Context: an optimization exercise on an open-source flow, tuned for a short achievable clock period and few clock cycles. The choices shown serve that exercise and are no tape-out recipe. The flow treats the clock pin as an ideal source. Dropping or thinning the clock tree relies on that and would not hold on a real chip. No activity file was given, so power comes from the tool's default toggle rates.

==> 09-27 <==
Design cm0_dbgctl, start of the top module:
module cm0_dbgctl #(
    parameter integer P_POLL_LIMIT = 100
) (
    input  wire        clk,
    input  wire        rst,            
    input  wire        cmd_valid,
    output wire        cmd_ready,
    input  wire [31:0] cmd_word,
    input  wire [31:0] cmd_arg,
    output reg         resp_valid,
    output reg  [2:0]  resp_status,
    output reg  [31:0] resp_data,
    output reg  [7:0]  resp_err,
    output wire        bus_req,
    output wire        bus_we,
    output wire [31:0] bus_addr,
    output wire [31:0] bus_wdata,
    input  wire        bus_ack,
    input  wire [31:0] bus_rdata,
    input  wire        bus_err,
    input  wire [7:0]  bus_err_code
);
export LEC_CHECK = 0
export CAP_MARGIN = 20
export CORE_MARGIN = 2
export CORE_UTILIZATION = 40
export SETUP_SLACK_MARGIN = 3.3
export SLEW_MARGIN = 20
export SYNTH_HIERARCHICAL = 1
create_clock -name core_clock -period 5.0 [get_ports {clk}]
standard.sh (not shown) runs the stock make flow with config.mk's settings and CLKGATE_MAP_FILE= SYNTH_SCRIPT=/design/flow/synth_recipe.tcl, a recipe that flattens the netlist after the stock synthesis.
==> flow/flow/run.sh <==
#!/bin/bash
# Layout flow: the standard synthesis unchanged, then the standard ORFS
# steps with port buffers that the resizer may size freely and a two-level
# hand-built clock tree (flow/cts_hook.tcl).
set -euo pipefail
W="$(pwd)"
F="$W/flow"
bash "$W/standard.sh" synth > "$W/make_synth.log" 2>&1
bash "$W/standard.sh" \
    MATCH_CELL_FOOTPRINT=0 \
    "BUFFER_PORTS_ARGS=-buffer_cell sky130_fd_sc_hd__buf_4" \
    "PRE_CTS_TCL=$F/cts_hook.tcl" \
    finish > "$W/make_layout.log" 2>&1
Other scripts of this flow, unchanged in this note and not shown: flow/flow/cts_hook.tcl, flow/flow/cts_tree.tcl
==> 04-01 (differences from 09-27) <==
--- a/flow/design.v
+++ b/flow/design.v
@@ -110,17 +110,19 @@
             endcase
         end
     endfunction
     reg        ready_q;        
     reg        run_q;          
     reg        req_q;          
     reg        we_q, a2_q, a3_q, ae_q;           
     reg        poll_q, pbit_q, rd8_q, rdbp_q, bpo_q;
-    reg [SW-1:0] q1, q2, q3, q4;                 
+    reg [SW-1:0] s1, s2, s3, s4;                 
+    reg [1:0]  idx_q;          
+    reg        at0_q;          
     reg [6:0]  cnt_q;          
     reg        tc_q;           
     reg [31:0] wd_q;           
     reg [31:0] arg_q;          
     reg        wrreg_q;        
     reg [3:0]  bpl_q;          
     reg        errq_q;         
     reg [7:0]  errc_q;         
@@ -173,20 +175,31 @@
             3'd2: d_basic = 4'd2;
             3'd3: d_basic = 4'd3;
             3'd4: d_basic = 4'd9;
             3'd5: d_basic = 4'd15;
             3'd6: d_basic = 4'd14;
             default: d_basic = 4'd13;
         endcase
     end
+    reg [SW-1:0] nx;
+    always @(*) begin
+        if (at0_q)
+            nx = s1;
+        else case (idx_q)
+            2'd0: nx = s2;
+            2'd1: nx = s3;
+            2'd2: nx = s4;
+            default: nx = S_NONE;
+        endcase
+    end
     wire bit_seen = pbit_q ? bus_rdata[17] : bus_rdata[16];
     wire good     = bus_ack && !bus_err && (!poll_q || bit_seen);    
     wire fin_ok   = bus_ack && !bus_err && ((poll_q && !bit_seen && tc_q) ||
-                                            ((!poll_q || bit_seen) && !q1[SW-1]));
+                                            ((!poll_q || bit_seen) && !nx[SW-1]));
     wire fin      = fin_ok || (bus_ack && bus_err);
     wire dec      = !req_q;
     always @(posedge clk) begin
         if (rst) begin
             ready_q    <= 1'b1;
             run_q      <= 1'b0;
             req_q      <= 1'b0;
             resp_valid <= 1'b0;
@@ -209,35 +222,35 @@
         end
     end
     always @(posedge clk) begin
         if (rst) begin
             {we_q, a2_q, a3_q, ae_q, poll_q, pbit_q, rd8_q, rdbp_q, bpo_q} <= 9'd0;
         end else if (!run_q) begin
             {we_q, a2_q, a3_q, ae_q, poll_q, pbit_q, rd8_q, rdbp_q, bpo_q} <= step(c_op, 3'd0);
         end else if (good) begin
-            {we_q, a2_q, a3_q, ae_q, poll_q, pbit_q, rd8_q, rdbp_q, bpo_q} <= q1[SW-2:0];
+            {we_q, a2_q, a3_q, ae_q, poll_q, pbit_q, rd8_q, rdbp_q, bpo_q} <= nx[SW-2:0];
         end
     end
     always @(posedge clk) begin
-        if (rst) begin
-            q1 <= S_NONE;
-            q2 <= S_NONE;
-            q3 <= S_NONE;
-            q4 <= S_NONE;
-        end else if (!run_q) begin
-            q1 <= step(c_op, 3'd1);
-            q2 <= step(c_op, 3'd2);
-            q3 <= step(c_op, 3'd3);
-            q4 <= step(c_op, 3'd4);
+        if (!run_q) begin
+            s1 <= step(c_op, 3'd1);
+            s2 <= step(c_op, 3'd2);
+            s3 <= step(c_op, 3'd3);
+            s4 <= step(c_op, 3'd4);
+        end
+    end
+    always @(posedge clk) begin
+        if (!run_q) begin
+            at0_q <= 1'b1;
+            idx_q <= 2'd0;
         end else if (good) begin
-            q1 <= q2;
-            q2 <= q3;
-            q3 <= q4;
-            q4 <= S_NONE;
+            at0_q <= 1'b0;
+            if (!at0_q)
+                idx_q <= idx_q + 2'd1;
         end
     end
     always @(posedge clk) begin
         if (!run_q) begin
             arg_q   <= cmd_arg;
             wrreg_q <= (c_op == OP_WRREG);
         end
     end
- SETUP_SLACK_MARGIN: 3.3 -> 3.1
==> reports/qor.json <==
{
  "status": {"value": "timing/DRC/antenna clean"},
  "post_layout_nonfiller_instances": {"value": 1074},
  "ff2ff_setup_slack": {"value": 3.19, "unit": "ns"},
  "initial_core_util": {"value": 0.406},
  "grt_use_met1": {"value": 0.272},
  "vias_after_detailed_routing": {"value": 5843},
  "crit_slowest_cell": {"value": "a221o_1"},
  "routedLengthMet1": {"value": 8.41, "unit": "mm"},
  "synth_seq_cells": {"value": 173},
  "first_iter_violations": {"value": 398},
  "multi_input_comb_cells": {"value": 434},
  "number_of_global_route_vias_before_repair": {"value": 5523},
  "grt_max_degree": {"value": 81},
  "final_cell_mix": {"value": "buf_4, dfxtp_1, nor2_1"},
  "net-switching-power": {"value": 604, "unit": "uW"},
  "vias_per_cell": {"value": 5.44}
}
the above is filed under 04-01

==> reports/qor.json <==
{
  "ff2ff_setup_slack": {"value": 3.28, "unit": "ns"},
  "routedLengthMet1": {"value": 8.72, "unit": "mm"},
  "vias_per_cell": {"value": 5.37},
  "crit_slowest_cell": {"value": "a22o_4"},
  "grt_use_met1": {"value": 0.276},
  "first_iter_violations": {"value": 202},
  "final-setup-viol-count": {"value": 0},
  "synth_seq_cells": {"value": 175},
  "status": {"value": "timing/DRC/antenna clean"},
  "final_cell_mix": {"value": "buf_4, buf_6, dfxtp_2"},
  "postSynthCellCount": {"value": 709},
  "multi_input_comb_cells": {"value": 462},
  "net-switching-power": {"value": 659, "unit": "uW"},
  "initial_core_util": {"value": 0.408},
  "vias_after_detailed_routing": {"value": 6154},
  "grt_max_degree": {"value": 54}
}
the above is filed under 09-27

No functional check of the RTL was part of any run of this note. In every run of this note, the design's own scripts or RTL, not TritonCTS, make the clock network.

-- separate check: timing with driven ports --
The flow's constraints put no driver on any port. The routed layouts listed below were extracted and timed again, unchanged, in two steps. Step 1, drivers: a clkbuf_16 drives clk and a buf_2 each remaining input, both assumed. Step 2 moves the port delays by t, midway between the first and last clock arrival at a register: inputs arrive t later, outputs are due t later. That takes back most of the time a late clock gives input paths. a / b / c = ideal ports / drivers / drivers and shift; a / b = the first two.
run | shift t [ns] | setup slack, ns | worst hold slack (ns) | latest minus earliest clock arrival (ns) | cell pins on the clock port's net
09-27 | 0.370 | 3.016 / 3.012 / 2.666 | 0.462 / 0.462 / 0.462 | 0.017 / 0.017 | 4
04-01 | 0.362 | 3.052 / 3.032 / 2.730 | 0.461 / 0.461 / 0.461 | 0.012 / 0.012 | 4
After both steps every run listed still meets setup and hold. For 09-27, which loses most, drivers alone change the setup slack by -0.004 ns; drivers and shift together by -0.350 ns.
